Background: an optimization exercise with open tools, aiming at small area and few clock cycles. Do not read the settings as production practice.
The RTL was checked by simulation tests, not by an equivalence proof against the original design.
No activity file was given, so power comes from the tool's default toggle rates.

[flow/config.mk]
export PLATFORM = sky130hd
export DESIGN_NAME = softphy_rx
export DESIGN_NICKNAME = softphy_rx
export VERILOG_FILES = /design/flow/design.v
export SDC_FILE = /design/flow/constraint.sdc
export NUM_CORES = 4
export LEC_CHECK = 0
export ABC_AREA = 1
export CAP_MARGIN = 20
export CORE_MARGIN = 2
export CORE_UTILIZATION = 55
export SLEW_MARGIN = 20
[flow/constraint.sdc]
create_clock -name core_clock -period 12.0 [get_ports {clk}]
set_input_delay 2.4000 -clock core_clock [delete_from_list [all_inputs] [get_ports {clk}]]
set_output_delay 2.4000 -clock core_clock [all_outputs]
set_load 0.01 [all_outputs]
[flow/design.v]
module softphy_rx (
    input             clk,
    input             rst,           
    input      [1:0]  cfg_coding,    
    input      [11:0] cfg_leadin,
    input      [15:0] cfg_pollbud,
    input      [31:0] cfg_rxtmo,
    input      [15:0] cfg_th_short,
    input      [15:0] cfg_th_long,
    input      [15:0] cfg_th_viol,
    input      [15:0] cfg_th_short_t,
    input      [15:0] cfg_th_long_t,
    input      [15:0] cfg_th_viol_t,
    input             start,
    output            busy,
    output reg        done,
    input             s_valid,
    output            s_ready,
    input             s_end,         
    input      [31:0] s_time,
    input             s_level,
    output reg [2:0]  rx_stat,
    output     [9:0]  rx_count,
    output reg [14:0] rx_npulse,
    output reg [14:0] rx_synth,
    input      [3:0]  win_addr,
    output     [31:0] win_data
);
    localparam [2:0] ST_OK       = 3'd0,
                     ST_NORESP   = 3'd1,
                     ST_PREAMBLE = 3'd2,
                     ST_STOPBIT  = 3'd3,
                     ST_PROTOCOL = 3'd5;
    localparam [2:0] S_IDLE  = 3'd0,
                     S_FIRST = 3'd1,    
                     S_WAIT  = 3'd2,    
                     S_RUN   = 3'd3,    
                     S_DRAIN = 3'd4;    
    localparam integer NINS = 1;
    localparam integer ISTEP = 16 / NINS;
    reg [2:0]   state;
    reg [511:0] ring;         
    reg [3:0]   ph;
    reg         lvl;          
    reg [31:0]  t_ref;        
    reg [17:0]  t_edge;       
    reg         lead_bad;
    reg [14:0]  hp;           
    reg [3:0]   pos;          
    reg [9:0]   wp;           
    reg [2:0]   qn;           
    reg [3:0]   qv;           
    reg         cur_bit;      
    reg         last_bit;     
    function automatic lt16(input [15:0] a, input [15:0] b);
        integer k;
        reg r;
        begin
            r = 1'b0;
            for (k = 0; k < 16; k = k + 1)
                r = (~a[k] & b[k]) | (~a[k] & r) | (b[k] & r);
            lt16 = r;
        end
    endfunction
    function automatic lt32(input [31:0] a, input [31:0] b);
        integer k;
        reg r;
        begin
            r = 1'b0;
            for (k = 0; k < 32; k = k + 1)
                r = (~a[k] & b[k]) | (~a[k] & r) | (b[k] & r);
            lt32 = r;
        end
    endfunction
    wire m1 = (cfg_coding == 2'd0);
    reg [3:0] m_lo;           
    always @(*) begin
        case (cfg_coding)
            2'd0:    m_lo = 4'd0;
            2'd1:    m_lo = 4'd1;
            2'd2:    m_lo = 4'd3;
            default: m_lo = 4'd7;
        endcase
    end
    wire [3:0] m_hi   = m_lo + 4'd1;                
    wire [3:0] m_last = {m_lo[2:0], 1'b1};          
    wire in_leadin = lt16({1'b0, rx_npulse}, {4'd0, cfg_leadin});
    wire [14:0] np1 = rx_npulse + 15'd1;
    wire in_leadin1 = in_leadin && (np1 != {3'd0, cfg_leadin});
    wire mand = m1 ? (pos == 4'd1) : ((pos != m_lo) && (pos != m_last));
    wire tight = in_leadin || mand;
    wire [15:0] th_s = tight ? cfg_th_short_t : cfg_th_short;
    wire [15:0] th_l = tight ? cfg_th_long_t  : cfg_th_long;
    wire [15:0] th_v = tight ? cfg_th_viol_t  : cfg_th_viol;
    wire [31:0] diff    = s_time - t_ref;           
    wire        overrun = (diff[31:16] != 16'd0) || lt16(cfg_pollbud, diff[15:0]);
    wire [17:0] el      = s_time[17:0] - t_edge;    
    wire        e_hi    = (diff[31:17] != 15'd0) || el[17];
    wire        big0  = e_hi || el[16];
    wire        d_big = overrun ? e_hi : big0;
    wire [15:0] d     = overrun ? el[16:1] : el[15:0];
    wire lt_s = !d_big && lt16(d, th_s);
    wire lt_l = !d_big && lt16(d, th_l);
    wire lt_v = !d_big && lt16(d, th_v);
    wire c_end = !(lt_s || lt_l || lt_v);             
    wire e_end = !lt_v;                               
    wire [1:0] n_a = (lt_s ? 2'd1 : (lt_l ? 2'd2 : 2'd3));  
    wire edge_ev = overrun || (s_level != lvl);     
    wire syn     = overrun && (s_level == lvl);     
    wire        hp_k1 = hp[14];
    wire        hp_k2 = hp_k1 || (hp[13:0] == 14'h3fff);
    wire        hp_k3 = hp_k2 || (hp[13:0] == 14'h3ffe);
    wire        hp_k4 = hp_k3 || (hp[13:0] == 14'h3ffd);
    wire        ovf_a = lt_s ? hp_k1 : (lt_l ? hp_k2 : hp_k3);
    wire        ovf_b = syn && (lt_s ? hp_k2 : (lt_l ? hp_k3 : hp_k4));
    wire [2:0]  hp_n  = {1'b0, n_a} + {2'd0, syn};
    wire [14:0] hp_nx = hp + {12'd0, hp_n};
    wire a_data = !in_leadin;
    wire b_data = syn && !in_leadin1;
    wire [4:0] m_two = {1'b0, m_last} + 5'd1;      
    wire       a_v1  = cur_bit && (pos != m_hi);   
    reg  [3:0] pa_n  [1:3];
    reg  [2:0] a_c_n [1:3];                         
    reg  [4:0] sa;
    integer n;
    always @(*) begin
        for (n = 1; n <= 3; n = n + 1) begin
            sa        = {1'b0, pos} + n[4:0];
            a_c_n[n]  = {1'b0, m1 && sa[2], sa >= m_two};
            pa_n[n]   = sa[3:0] & m_last;
        end
    end
    wire [1:0] a_cc  = a_data ? (lt_s ? a_c_n[1][1:0] : (lt_l ? a_c_n[2][1:0] : a_c_n[3][1:0])) : 2'b00;
    wire       a_c1  = a_cc[0];
    wire       a_c2  = a_cc[1];
    wire [3:0] pa    = a_data ? (lt_s ? pa_n[1] : (lt_l ? pa_n[2] : pa_n[3])) : pos;
    wire       ca    = a_data ? (a_c1 || a_v1) : cur_bit;
    wire       b_c   = (pa == m_last);             
    wire       b_v   = ca && (pa != m_hi);
    wire       b_cc  = b_data && b_c;
    wire [1:0] ncomp = (a_c1 && (a_c2 || b_cc)) ? 2'd2 : {1'b0, a_c1 || b_cc};
    wire       v1    = a_c1 ? a_v1 : b_v;
    wire       v2    = a_c2 || b_v;
    wire [3:0] p  = b_data ? ((pa + 4'd1) & m_last) : pa;
    wire       cb = b_data ? (b_c || b_v) : ca;
    wire take    = s_valid && s_ready;
    wire t_ld    = take && !(state == S_WAIT && s_level == lvl);
    wire run_b   = take && (state == S_RUN) && !s_end;
    wire stop_rn = take && (state == S_RUN) &&
                   (s_end || (edge_ev ? (c_end || ovf_a) : e_end));
    wire rec_a   = run_b && edge_ev && !c_end && !ovf_a;
    wire rec_b   = rec_a && syn && !ovf_b;
    wire stop    = stop_rn || (rec_a && ovf_b) ||
                   (take && (state == S_FIRST) && s_end) ||
                   (take && (state == S_WAIT) && (s_end || lt32(cfg_rxtmo, diff)));
    localparam [2:0] ST_BITS = 3'd7;
    reg [2:0] stat;
    always @(*) begin
        if (state != S_RUN)                  stat = ST_NORESP;
        else if (rec_a || edge_ev && ovf_a && !s_end && !c_end)
                                             stat = ST_PROTOCOL;   
        else if (in_leadin || lead_bad)      stat = ST_PREAMBLE;
        else                                 stat = ST_BITS;
    end
    reg [2:0] stat_bits;
    always @(*) begin
        if (wp > 10'd513)                    stat_bits = ST_PROTOCOL;
        else if (wp < 10'd9)                 stat_bits = ST_NORESP;
        else if (!last_bit)                  stat_bits = ST_STOPBIT;
        else                                 stat_bits = ST_OK;
    end
    wire [3:0] ins_pl = wp[8:5] + wp[3:0] - ph - 4'd1;    
    wire       ins_ok = (ins_pl % ISTEP) == 0;
    wire       wr     = (qn != 3'd0) && (wp[9] || ins_ok);
    wire       wr_en  = wr && !wp[9];
    genvar gj, gp;
    generate
        for (gj = 0; gj < 32; gj = gj + 1) begin : g_ring
            for (gp = 0; gp < 16; gp = gp + 1) begin : g_place
                if (gp % ISTEP == 0) begin : g_ins
                    always @(posedge clk)
                        ring[16*gj + gp] <= (wr_en && wp[4:0] == gj && ins_pl == gp) ?
                                            qv[0] : ring[16*gj + (gp + 1) % 16];
                end else begin : g_rot
                    always @(posedge clk)
                        ring[16*gj + gp] <= ring[16*gj + (gp + 1) % 16];
                end
            end
        end
    endgenerate
    wire [2:0] qn_s = qn - {2'd0, wr};
    reg  [3:0] qv_nx;
    reg  [2:0] qn_nx;
    always @(*) begin
        qv_nx = wr ? {1'b0, qv[3:1]} : qv;
        qn_nx = qn_s;
        if (rec_a && ncomp != 2'd0) begin
            qv_nx[qn_s[1:0]] = v1;
            qn_nx = qn_s + 3'd1;
            if (ncomp == 2'd2) begin
                qv_nx[qn_s[1:0] + 2'd1] = v2;
                qn_nx = qn_s + 3'd2;
            end
        end
    end
    wire [3:0]  rd_pl = win_addr - ph;
    reg  [31:0] rd_word;
    reg  [15:0] rd_turn;
    integer r, q;
    always @(*) begin
        for (r = 0; r < 32; r = r + 1) begin
            for (q = 0; q < 16; q = q + 1)
                rd_turn[q] = ring[16*r + (q + r) % 16];
            rd_word[r] = rd_turn[rd_pl];
        end
    end
    assign rx_count = (rx_stat == ST_OK) ? wp - 10'd1 : 10'd0;
    wire        w_all = rx_count[9] || (win_addr < rx_count[8:5]);
    wire        w_eq  = (win_addr == rx_count[8:5]);
    reg  [31:0] w_mask;
    integer j;
    always @(*) begin
        for (j = 0; j < 32; j = j + 1)
            w_mask[j] = w_all || (w_eq && (j[4:0] < rx_count[4:0]));
    end
    genvar g;
    generate
        for (g = 0; g < 32; g = g + 1) begin : g_win
            assign win_data[31 - g] = rd_word[g] && w_mask[g];
        end
    endgenerate
    assign busy    = (state != S_IDLE);
    assign s_ready = ((state == S_FIRST) || (state == S_WAIT) || (state == S_RUN)) &&
                     (qn <= 3'd2);
    always @(posedge clk) begin
        if (rst) begin
            state     <= S_IDLE;
            done      <= 1'b0;
            rx_stat   <= ST_OK;
            wp        <= 10'd1;
            qn        <= 3'd0;
            rx_npulse <= 15'd0;
            rx_synth  <= 15'd0;
            ph        <= 4'd0;
        end else begin
            ph <= ph + 4'd1;
            done <= 1'b0;
            if (t_ld) t_ref <= s_time;
            if (wr && wp != 10'h3ff) wp <= wp + 10'd1;
            qv <= qv_nx;
            qn <= qn_nx;
            case (state)
                S_IDLE: begin
                    if (start) begin
                        rx_npulse <= 15'd0;
                        rx_synth  <= 15'd0;
                        lead_bad  <= 1'b0;
                        hp        <= 15'd0;
                        pos       <= 4'd0;
                        cur_bit   <= 1'b1;
                        wp        <= 10'd0;
                        qn        <= 3'd0;
                        state     <= S_FIRST;
                    end
                end
                S_FIRST: begin
                    if (take) begin
                        lvl <= s_level;
                        if (!s_end) state <= S_WAIT;
                    end
                end
                S_WAIT: begin
                    if (take) begin
                        if (s_level != lvl) begin
                            lvl    <= s_level;
                            t_edge <= s_time[17:0];
                            state  <= S_RUN;
                        end
                    end
                end
                S_RUN: begin
                    if (rec_a) begin
                        lvl       <= s_level;
                        t_edge    <= s_time[17:0];
                        hp        <= hp_nx;
                        rx_npulse <= rx_npulse + {13'd0, rec_b, !rec_b};
                        if (rec_b) rx_synth <= rx_synth + 15'd1;
                        if (in_leadin && n_a != 2'd1) lead_bad <= 1'b1;
                        pos     <= p;
                        cur_bit <= cb;
                        if (ncomp != 2'd0) last_bit <= (ncomp == 2'd2) ? v2 : v1;
                    end
                end
                S_DRAIN: begin
                    if (qn == 3'd0) begin
                        state   <= S_IDLE;
                        done    <= 1'b1;
                        rx_stat <= stat_bits;
                    end
                end
                default: state <= S_IDLE;
            endcase
            if (stop) begin
                if (stat == ST_BITS && qn != 3'd0) begin
                    state <= S_DRAIN;
                end else begin
                    state   <= S_IDLE;
                    done    <= 1'b1;
                    qn      <= 3'd0;
                    rx_stat <= (stat == ST_BITS) ? stat_bits : stat;
                end
            end
        end
    end
endmodule
[flow/flow/run.sh]
#!/bin/bash
# The standard layout, with three changes: synthesis maps adders and
# comparators with Yosys's own Brent-Kung carry tree instead of the
# Kogge-Stone one (the registers are unchanged), ports get small buffers,
# and the clock tree uses clkbuf_8 clusters without dummy loads.
# Each tool's output is kept in the ORFS logs; make's own output goes to
# flow.log.
set -euo pipefail
export SYNTH_OPERATIONS_ARGS="-nofsm"
export BUFFER_PORTS_ARGS="-buffer_cell sky130_fd_sc_hd__buf_1"
export CTS_ARGS="-sink_clustering_enable -repair_clock_nets -dont_use_dummy_load -sink_clustering_size 16 -sink_clustering_max_diameter 60 -buf_list {sky130_fd_sc_hd__clkbuf_8}"
bash standard.sh > flow.log 2>&1
[flow/standard.sh]
#!/bin/bash
# synth_recipe.tcl (not shown) runs the flow's synth.tcl, then flattens the netlist and writes it again
# the make line also repeats each setting of config.mk as NAME=value (left out here)
make -C /OpenROAD-flow-scripts/flow DESIGN_CONFIG=/design/flow/config.mk WORK_HOME=/design/flow/orfs CLKGATE_MAP_FILE= SYNTH_SCRIPT=/design/flow/synth_recipe.tcl "${@:-finish}"
==> run summary, run 1 <==
status - no timing/DRC/antenna violations
post-synthesis cell count - 3355
CP Max Fanout - 4
Detailed Place HPWL - 51990 um
antenna violations before repair - 2
mapped cell area - 28290 sq um
max-cap violations - 0
later-pin clock latency in the skew report - 660 ps
Post-Route WL - 73580 um
PortBufs - 277
Top cell by count, worst path - nand2_1
area leader, netlist - dfxtp_1
drt first pass iters - 5
# DRC - 0
Tmin final - 11010 ps
DRT iter0 DRCs - 1554
Clock Sinks - 643
Setup crit start kind - input port
post-route antenna net violation count - 0
FF+latch count, synth - 643
H-tree level count - 2
Vias - 23.27k
internal power - 3126 uW
Logic pwr share - 0.319
CTS Buf Count - 52
RePlAce Congestion - 0.9445
cts hold-fix bufs - 0
worst hold slack - 293.7 ps
Seq/Total Area, Yosys - 0.4822
core area - 51090 sq um
worst min path class - reg -> reg
vias in the first global route - 23.01k
Core Util, Final - 0.6031
GRT Total Usage - 0.2752
Clock Skew - 87.35 ps
Die Ht - 230.8 um
YS warnings - 3
Fin. Hold Viols - 0
Nets - 3956
largest cells by area after synthesis - dfxtp_1, edfxtp_1, o21ai_0
number of library cell types mapped by synthesis - 74
Static Leak - 0.01335 uW
largest net degree at the start of global routing - 120
syn_nets - 3710
most common cell after layout, fill and taps aside - dfxtp_1
element type at the critical path end - flop
area grow syn2layout - 8.910%
Cell Pwr Density - 158.2 nW/um^2
max incr delay on CP - 470 ps
clock-pin slew on the worst setup and hold paths - 90 ps
Critical Path AT - 11510 ps
Critical Path Slowest Stage Cell - fa_1
measured slew at the worst slew-check pin - 1101 ps
Initial Util - 0.5538
global-route wire length before repair - 119000 um
vias per inst - 5.436
CTS tree - built
Die ar. - 53280 sq um
Main synth FF type - dfxtp_1
Pins Over Slew Limit - 0
commonest cells after routing, fill and taps aside - dfxtp_1, nand2_1, nor2_1
Sequential Power Share - 0.466
Longest Clk Path Bufs - 3
gr ovfl total - 0
Critical Path RT - 12500 ps
Mean Syn Cell Area - 8.434 sq um
share of cells above drive strength 1 - 0.05835
Max VDD drop - 99.28 uV
asr flop ratio synth - 0
sw frac - 0.3588
Post-synth EDFFs - 77
die extent in x - 230.8 um
Root Driver - clkbuf_8
worst setup path class - in -> reg
fmax - 0.09083 GHz
Clk pwr share - 0.215
Synth top area share - 0.4005
final worst-path cycle share - 0.9175
final number of setup-violating endpoints - 0
net switching power - 1749 uW
max_slew headroom - 0.2592
top-level I/O count - 278
Routed WL per cell - 17.19 um
# rows - 83
cell usage after synthesis, drive strengths merged, types with 5 or more instances:
cell and n:
o31ai 5, a22o 9, xor2 28, a221oi 6, nor2 427, clkbuf 113
o21bai 7, ha 121, a21oi 148, edfxtp 77, o21ai 408, o22ai 75
a31oi 6, a311oi 6, nand4 19, nand3 94, nor4 33, dfxtp 566
buf 21, xnor2 35, or2 36, nand2 494, a211oi 18, clkinv 7
nor3 26, fa 34, mux2i 31, inv 388, o221ai 51, o211ai 21
a21o 5
power by group through the flow:
stage,combinational [uW],sequential [uW],clock (uW)
6_report,1550,2270,1050
3_5_place_dp,1540,2320,0
2_1_floorplan,1040,2310,0
4_1_cts,1550,2270,1080
3_3_place_gp,1520,2320,0
5_1_grt,1740,2280,1150
critical path, delay by kind of cell:
kind | cells | cell delay (ps)
AOI/OAI and AO/OA | 17 | 2280
and+or+nand+nor | 56 | 5090
adders and majority gates | 5 | 1400
buffers and inverters | 5 | 350
cells by family after synthesis:
family                     after synthesis  share of synthesized area
buffers and inverters                  529                    0.07367
DFF                                    643                     0.4822
adders and majority gates              157                    0.07827
xor gates and xnor gates                63                    0.01977
AOI/OAI and AO/OA                      785                     0.1610
muxes                                   35                    0.01256
and+or+nand+nor                       1143                     0.1725
cell type report:
type	instances	area, sq um
fill	4568	20280
sequential	643	13640
multi-input combinational	2183	12700
inverter	395	1499
timing repair buffer	326	1408
tap	680	850.8
clock buffer	52	715.7
antenna	1	2.502
metrics by stage:
stage	power, uW	worst slack [ps]	instance area (sq um)	TNS (ps)	cells
after detailed placement	3864	-479.3	29990	-2438	4224
after floorplan	3355	1023	28290	0	3355
final	4875	990.5	30820	0	4280
after global placement	3842	-30.71	29980	-42.54	4224
after CTS	4899	189.7	30710	0	4276
after global routing	5174	-38.80	30820	-38.80	4280
path summary, 6_finish.rpt:
check	slack (ps)	cells after the start	start	end
worst max-delay path	990	83	s_time[0]	rx_npulse[13]
worst min-delay path	290	0	ring[463]	ring[462]
worst max register to register	2580	80	t_ref[2]	rx_npulse[13]
worst min register to register	290	0	ring[463]	ring[462]
sequential cells by signal, summed over array words and instances (netlist names):
signal and flops:
ph 4, t_ref 32, wp 10, state 3
cur_bit 1, rx_synth 15, lead_bad 1, ring 512
rx_stat 3, rx_npulse 15, hp 15, done 1
qn 3, qv 4, last_bit 1, t_edge 18
pos 4, lvl 1
timing repair:
item                       in CTS  in global routing
gates resized for setup         0                 21
setup buffers                   0                  3
setup endpoints to repair       0                 56
metal layers:
| layer | GRT usage | routed length (um) |
|---|---|---|
| met1 | 0.3533 | 32660 |
| met2 | 0.4848 | 35660 |
| met5 | 0 | 13 |
| met3 | 0.03236 | 3188 |
| met4 | 0.08347 | 2062 |
Testbench counts, summed over its fixed seeds: cycles 4,003,742.
==> run 2, diff against run 1 <==
--- a/flow/config.mk
+++ b/flow/config.mk
@@ -9,4 +9,4 @@
 export CAP_MARGIN = 20
 export CORE_MARGIN = 2
-export CORE_UTILIZATION = 55
+export CORE_UTILIZATION = 65
 export SLEW_MARGIN = 20
==> run summary, run 2 <==
Worst Hold Depth - 0 (unchanged)
H-tree level count - 2 (unchanged)
PortBufs - 277 (unchanged)
YS warnings - 3 (unchanged)
Fin. Hold Viols - 0 (unchanged)
worst setup path class - in -> reg (unchanged)
final worst-path cycle share - 0.9282 (was 0.9175)
Clock Sinks - 643 (unchanged)
Die ar. - 45220 sq um (was 53280 sq um)
element type at the critical path end - flop (unchanged)
max incr delay on CP - 470 ps (about the same)
number of library cell types mapped by synthesis - 74 (unchanged)
Static Leak - 0.01336 uW (was 0.01335 uW)
clock-pin slew on the worst setup and hold paths - 100 ps (was 90 ps)
largest net degree at the start of global routing - 137 (was 120)
core area - 42980 sq um (was 51090 sq um)
number of inserted diodes - 0 (was 1)
Detailed Place HPWL - 51200 um (was 51990 um)
CP Max Fanout - 10 (was 4)
biggest regs - ring: 512 flops, t_ref: 32 flops, t_edge: 18 flops (unchanged)
Post-synth EDFFs - 77 (unchanged)
overall power - 4860 uW (was 4875 uW)
max-cap violations - 0 (unchanged)
most common library cells after synthesis - dfxtp_1, nand2_1, nor2_1 (unchanged)
largest family of logic cells by synthesized area - simple AND/OR/NAND/NOR gates (unchanged)
# rows - 76 (was 83)
mapped cell area - 28290 sq um (unchanged)
Die Ht - 212.6 um (was 230.8 um)
Vias - 23.84k (was 23.27k)
Root Driver - clkbuf_8 (unchanged)
fillers - 3481 (was 4568)
Top cell by count, worst path - nand2_1 (unchanged)
post-route antenna net violation count - 0 (unchanged)
HP Start - ring[235] (was ring[463])
Post-Route WL - 72120 um (was 73580 um)
worst r2r path cells - 80 (unchanged)
asr flop ratio synth - 0 (unchanged)
mux contribution to synthesized area - 0.01256 (unchanged)
setup ws final - 862.1 ps (was 990.5 ps)
area grow syn2layout - 8.508% (was 8.910%)
Pins Over Slew Limit - 0 (unchanged)
antenna violations before repair - 0 (was 2)
Critical Path Slowest Stage Cell - fa_1 (unchanged)
Main synth FF type - dfxtp_1 (unchanged)
Cell Pwr Density - 158.3 nW/um^2 (was 158.2 nW/um^2)
largest cells by area after synthesis - dfxtp_1, edfxtp_1, o21ai_0 (unchanged)
measured slew at the worst slew-check pin - 1139 ps (was 1101 ps)
drt first pass iters - 6 (was 5)
hold path endpoint - ring[234] (was ring[462])
status - no timing/DRC/antenna violations (unchanged)
share of cells above drive strength 1 - 0.05889 (was 0.05835)
adder-cell share of the synthesized area - 0.07827 (unchanged)
Critical Path AT - 11630 ps (was 11510 ps)
XOR/XNOR Fraction of Synth Area - 0.01977 (unchanged)
Synth top area share - 0.4005 (unchanged)
Reg2Reg Setup Slack - 2370 ps (was 2580 ps)
# DRC - 0 (unchanged)
Critical Path RT - 12490 ps (was 12500 ps)
terminus of the critical flop-to-flop path - rx_npulse[11] (was rx_npulse[13])
final number of setup-violating endpoints - 0 (unchanged)
worst hold slack - 294.5 ps (was 293.7 ps)
CTS tree - built (unchanged)
CTS Buf Count - 51 (was 52)
Top reg by flops - ring (unchanged)
Max VDD drop - 91.60 uV (was 99.28 uV)
Tmin final - 11140 ps (was 11010 ps)
Synth Area in Simple Gates - 0.1725 (unchanged)
most frequent cell after synthesis - dfxtp_1 (unchanged)
commonest cells after routing, fill and taps aside - dfxtp_1, nand2_1, nor2_1 (unchanged)
Seq/Total Area, Yosys - 0.4822 (unchanged)
top-level I/O count - 278 (unchanged)
Mean Syn Cell Area - 8.434 sq um (unchanged)
Routed WL per cell - 17.23 um (was 17.19 um)
Clock Skew - 114.9 ps (was 87.35 ps)
post-synthesis cell count - 3355 (unchanged)
Setup crit start kind - input port (unchanged)
worst r2r src - t_ref[2] (unchanged)
compound-gate portion of the synthesized area - 0.1610 (unchanged)
RePlAce Congestion - 0.9622 (was 0.9445)
multi-input logic area - 12690 sq um (was 12700 sq um)
Reg area - 13640 sq um (unchanged)
max_slew headroom - 0.2335 (was 0.2592)
later-pin clock latency in the skew report - 680 ps (was 660 ps)
max FFs per register - 512 (unchanged)
Nets - 3957 (was 3956)
pre-CTS WS - -487.6 ps (was -479.3 ps)
worst min path class - reg -> reg (unchanged)
vias in the first global route - 23.17k (was 23.01k)
global-route wire length before repair - 115300 um (was 119000 um)
area leader, netlist - dfxtp_1 (unchanged)
syn_nets - 3710 (unchanged)
vias per inst - 5.697 (was 5.436)
most common cell after layout, fill and taps aside - dfxtp_1 (unchanged)
fmax - 0.08978 GHz (was 0.09083 GHz)
FF+latch count, synth - 643 (unchanged)
Initial Util - 0.6583 (was 0.5538)
die extent in x - 212.6 um (was 230.8 um)
DRT iter0 DRCs - 1907 (was 1554)
gr ovfl total - 0 (unchanged)
Longest Clk Path Bufs - 3 (unchanged)
GRT Total Usage - 0.3160 (was 0.2752)
## run 2: changes by cell type in the layout (fill, tap and decap cells not counted), sizes merged
cell and change:
buf +2, clkbuf -1, diode -1
## run 2: timing repair
action | CTS | global route
resized for setup | 0 | 21
hold buffers | 0 | 0
endpoints found under the setup margin | 0 | 18
buffers inserted | 0 | 5
## run 2: layout make-up
class / count / share of cell area
inverters: 395 / 0.04882
well taps: 585 / 0.02384
repair buffers: 328 / 0.04674
multi-input cells: 2183 / 0.4134
clock buffers: 51 / 0.02286
flip-flops and latches: 643 / 0.4444
## run 2: metal layers
| metal | vias up | GRT usage | part of all wire |
|---|---|---|---|
| li1 | 11640 | - | - |
| met1 | 11320 | 0.3964 | 0.42 |
| met2 | 734 | 0.5552 | 0.49 |
| met3 | 156 | 0.04047 | 0.056 |
| met4 | 0 | 0.1203 | 0.037 |
| met5 | - | 0 | 0 |
## run 2: metrics by stage
step	instance area, sq um	util	setup TNS (ps)	std cells
3_5_place_dp	29880	0.6951	-2796	4129
6_report	30700	0.7143	0	4185
2_1_floorplan	28290	-	0	3355
4_1_cts	30580	0.7114	0	4180
5_1_grt	30700	0.7143	-143.8	4185
3_3_place_gp	29880	0.6951	0	4129
## run 2: critical path: cells and delay by family
family	cells	cell delay (ps)
simple gates	56	5120
buf+inv	5	370
compound gates	17	2360
fa+ha+maj	5	1370
## run 2: worst max-delay path by stage
| stage | startpoint | to | slack [ps] | cells past startpoint |
|---|---|---|---|---|
| global route | s_time[0] | rx_npulse[13] | -70 | 83 |
| CTS | s_time[0] | rx_npulse[13] | 150 | 81 |
| detailed placement | s_time[0] | rx_npulse[13] | -490 | 81 |
| global placement | s_time[0] | rx_npulse[13] | 10 | 81 |
| floorplan | s_time[0] | rx_npulse[13] | 1020 | 81 |
| finish | s_time[0] | rx_npulse[11] | 860 | 83 |
## run 2: cell families after synthesis
group                    Yosys count
AO/OA/AOI/OAI                    785
AND/OR/NAND/NOR                 1143
adder cells (fa/ha/maj)          157
XOR/XNOR                          63
multiplexers                      35
flip-flops                       643
buffers and inverters            529
## run 2: where the power goes
| group | switching (uW) | internal [uW] | leakage (uW) |
|---|---|---|---|
| Combinational | 1050 | 505 | 0.00771 |
| Clock | 657 | 379 | 0.000367 |
| Sequential | 36.4 | 2240 | 0.00528 |
==> run 3, diff against run 2 <==
--- a/flow/config.mk
+++ b/flow/config.mk
@@ -9,4 +9,4 @@
 export CAP_MARGIN = 20
 export CORE_MARGIN = 2
-export CORE_UTILIZATION = 65
+export CORE_UTILIZATION = 40
 export SLEW_MARGIN = 20
==> run summary, run 3 <==
status - no timing/DRC/antenna violations (unchanged)
max incr delay on CP - 470 ps (about the same)
area leader, netlist - dfxtp_1 (unchanged)
internal power - 3137 uW (was 3119 uW)
most common cell after layout, fill and taps aside - dfxtp_1 (unchanged)
biggest regs - ring: 512 flops, t_ref: 32 flops, t_edge: 18 flops (unchanged)
drt first pass iters - 6 (unchanged)
Vias - 22.73k (was 23.84k)
net switching power - 1762 uW (was 1741 uW)
# DRC - 0 (unchanged)
later-pin clock latency in the skew report - 700 ps (was 680 ps)
Longest Clk Path Bufs - 3 (unchanged)
Cell Pwr Density - 157.0 nW/um^2 (was 158.3 nW/um^2)
worst hold slack - 276.5 ps (was 294.5 ps)
Max VDD drop - 78.86 uV (was 91.60 uV)
Die Ht - 270.0 um (was 212.6 um)
Reg area - 13640 sq um (unchanged)
top-level I/O count - 278 (unchanged)
Initial Util - 0.4040 (was 0.6583)
Reg2Reg Setup Slack - 2690 ps (was 2370 ps)
mapped cell area - 28290 sq um (unchanged)
Post-synth EDFFs - 77 (unchanged)
Critical Path RT - 12520 ps (was 12490 ps)
placed cell areas - 30360 sq um (was 29880 sq um)
Detailed Place HPWL - 50940 um (was 51200 um)
DRT iter0 DRCs - 1337 (was 1907)
vias in the first global route - 21.82k (was 23.17k)
Seq/Total Area, Yosys - 0.4822 (unchanged)
H-tree level count - 2 (unchanged)
Main synth FF type - dfxtp_1 (unchanged)
worst min path class - reg -> reg (unchanged)
Top reg by flops - ring (unchanged)
post-synthesis cell count - 3355 (unchanged)
measured slew at the worst slew-check pin - 1078 ps (was 1139 ps)
final number of setup-violating endpoints - 0 (unchanged)
Synth top area share - 0.4005 (unchanged)
global-route wire length before repair - 116400 um (was 115300 um)
Root Driver - clkbuf_8 (unchanged)
YS warnings - 3 (unchanged)
Top cell by count, worst path - nand2_1 (unchanged)
worst r2r path cells - 77 (was 80)
Post-Route WL - 72850 um (was 72120 um)
multi-input logic area - 12690 sq um (unchanged)
max_slew headroom - 0.2815 (was 0.2335)
Nets - 3961 (was 3957)
Critical Path Slowest Stage Cell - fa_1 (unchanged)
FF+latch count, synth - 643 (unchanged)
Critical Path AT - 11390 ps (was 11630 ps)
area grow syn2layout - 10.26% (was 8.508%)
die extent in x - 270.0 um (was 212.6 um)
Clk pwr share - 0.221 (was 0.213)
RePlAce Congestion - 0.8889 (was 0.9622)
Mean Syn Cell Area - 8.434 sq um (unchanged)
number of library cell types mapped by synthesis - 74 (unchanged)
Pins Over Slew Limit - 0 (unchanged)
largest net degree at the start of global routing - 193 (was 137)
GRT Total Usage - 0.1967 (was 0.3160)
worst setup path class - in -> reg (unchanged)
gr ovfl total - 0 (unchanged)
Worst setup endpoint - rx_npulse[13] (was rx_npulse[11])
Fin. Hold Viols - 0 (unchanged)
CP startpoint - s_time[0] (unchanged)
fillers - 7075 (was 3481)
worst r2r src - t_ref[0] (was t_ref[2])
Clock Sinks - 643 (unchanged)
Layout Cells excl Fill - 4545 (was 4185)
antenna violations before repair - 3 (was 0)
# rows - 97 (was 76)
core area - 70030 sq um (was 42980 sq um)
element type at the critical path end - flop (unchanged)
final worst-path cycle share - 0.9060 (was 0.9282)
syn_nets - 3710 (unchanged)
Sequential Power Share - 0.464 (was 0.467)
CP Max Fanout - 4 (was 10)
Routed WL per cell - 16.03 um (was 17.23 um)
most common library cells after synthesis - dfxtp_1, nand2_1, nor2_1 (unchanged)
PortBufs - 277 (unchanged)
share of cells above drive strength 1 - 0.05993 (was 0.05889)
clock-pin slew on the worst setup and hold paths - 100 ps (about the same)
terminus of the critical flop-to-flop path - rx_npulse[13] (was rx_npulse[11])
Die ar. - 72880 sq um (was 45220 sq um)
Logic pwr share - 0.315 (was 0.319)
Static Leak - 0.01337 uW (was 0.01336 uW)
placed cells - 4489 (was 4129)
Setup crit start kind - input port (unchanged)
fmax - 0.09198 GHz (was 0.08978 GHz)
Tmin final - 10870 ps (was 11140 ps)
max FFs per register - 512 (unchanged)
vias per inst - 5.002 (was 5.697)
commonest cells after routing, fill and taps aside - dfxtp_1, nand2_1, nor2_1 (unchanged)
most frequent cell after synthesis - dfxtp_1 (unchanged)
Clock Skew - 90.63 ps (was 114.9 ps)
design area - 31200 sq um (was 30700 sq um)
CTS Buf Count - 54 (was 51)
CTS tree - built (unchanged)
HP Start - ring[228] (was ring[235])
sw frac - 0.3597 (was 0.3582)
max-cap violations - 0 (unchanged)
largest cells by area after synthesis - dfxtp_1, edfxtp_1, o21ai_0 (unchanged)
post-route antenna net violation count - 0 (unchanged)
asr flop ratio synth - 0 (unchanged)
[run 3: worst min path at each step]
stage	depth (start not counted)	endpoint	slack, ps
2_1_floorplan	0	ring[100]	330
3_3_place_gp	0	ring[347]	330
3_5_place_dp	0	ring[412]	330
4_1_cts	0	ring[227]	280
5_1_grt	0	ring[227]	260
6_report	0	ring[227]	280
[run 3: metrics by stage]
stage	worst slack (ps)	total power (uW)	util	TNS (ps)
3_5_place_dp	-233.5	3867	0.4336	-756.0
6_report	1128	4899	0.4455	0
2_1_floorplan	1023	3355	-	0
3_3_place_gp	-28.17	3863	0.4336	-34.72
5_1_grt	-22.65	5230	0.4455	-22.65
4_1_cts	465.2	4951	0.4442	0
[run 3: cell families (layout without fill, tap and decap cells)]
group / Yosys count / in the layout / share of synthesized area
and+or+nand+nor: 1143 / 1143 / 0.1725
buffers and inverters: 529 / 778 / 0.07367
adders and majority gates: 157 / 157 / 0.07827
AOI/OAI and AO/OA: 785 / 785 / 0.1610
muxes: 35 / 35 / 0.01256
other: 0 / 1 / 0
xor gates and xnor gates: 63 / 63 / 0.01977
DFF: 643 / 643 / 0.4822
[run 3: power groups by stage]
stage / logic (uW) / clock network [uW] / registers [uW]
2_1_floorplan: 1040 / 0 / 2310
3_5_place_dp: 1550 / 0 / 2320
5_1_grt: 1750 / 1200 / 2280
4_1_cts: 1550 / 1130 / 2270
3_3_place_gp: 1540 / 0 / 2320
6_report: 1540 / 1080 / 2270
[run 3: metal layers]
layer	track usage	vias to the layer above	part of all wire
li1	-	11670	-
met1	0.2658	10500	0.47
met2	0.3240	445	0.46
met3	0.02712	117	0.040
met4	0.06462	4	0.032
met5	0	-	0.00032
[run 3: final cells by class]
cell class                 count  area share
sequential                   643      0.4373
inverter                     395     0.04805
multi-input combinational   2183      0.4068
clock buffer                  54     0.02382
tap                          940     0.03770
antenna                        1  0.00008021
timing repair buffer         329     0.04624
[run 3: worst max-delay path: cells and delay by family]
kind / cells / cell delay [ps]
buffers and inverters: 6 / 530
adder cells (fa/ha/maj): 6 / 1500
AND/OR/NAND/NOR: 43 / 3960
AO/OA/AOI/OAI: 24 / 2980
[run 3: timing repair]
| item | 4_1_cts | 5_1_grt |
|---|---|---|
| buffers inserted | 0 | 1 |
| setup endpoints to repair | 0 | 30 |
| resized for setup | 0 | 20 |
| hold buffers | 0 | 0 |

## what the ideal ports hide
Ports are ideal in the flow. The routed layouts listed here were re-timed in OpenROAD. Step 1, drivers: a clkbuf_16 drives clk and a buf_2 each remaining input, both assumed. Step 2 times the ports against the registers' clock, not the clock port: input delays grow and output delays shrink by t, the midpoint of the rising clock arrivals with the driver on. Slacks: no drivers / after step 1 / after step 2; pairs: no drivers / after step 1.
run | shift t [ns] | slack for setup (ns) | latest minus earliest clock arrival (ns) | pins driven straight from the clock port
run 1 | 0.688 | 0.990 / 1.024 / 0.336 | 0.119 / 0.118 | 1
run 2 | 0.674 | 0.862 / 0.898 / 0.224 | 0.116 / 0.116 | 1
run 3 | 0.707 | 1.128 / 1.162 / 0.456 | 0.103 / 0.103 | 1
After both steps every run listed still meets setup and hold. For run 3, which loses most, drivers alone change the setup slack by +0.034 ns; drivers and shift together by -0.672 ns.
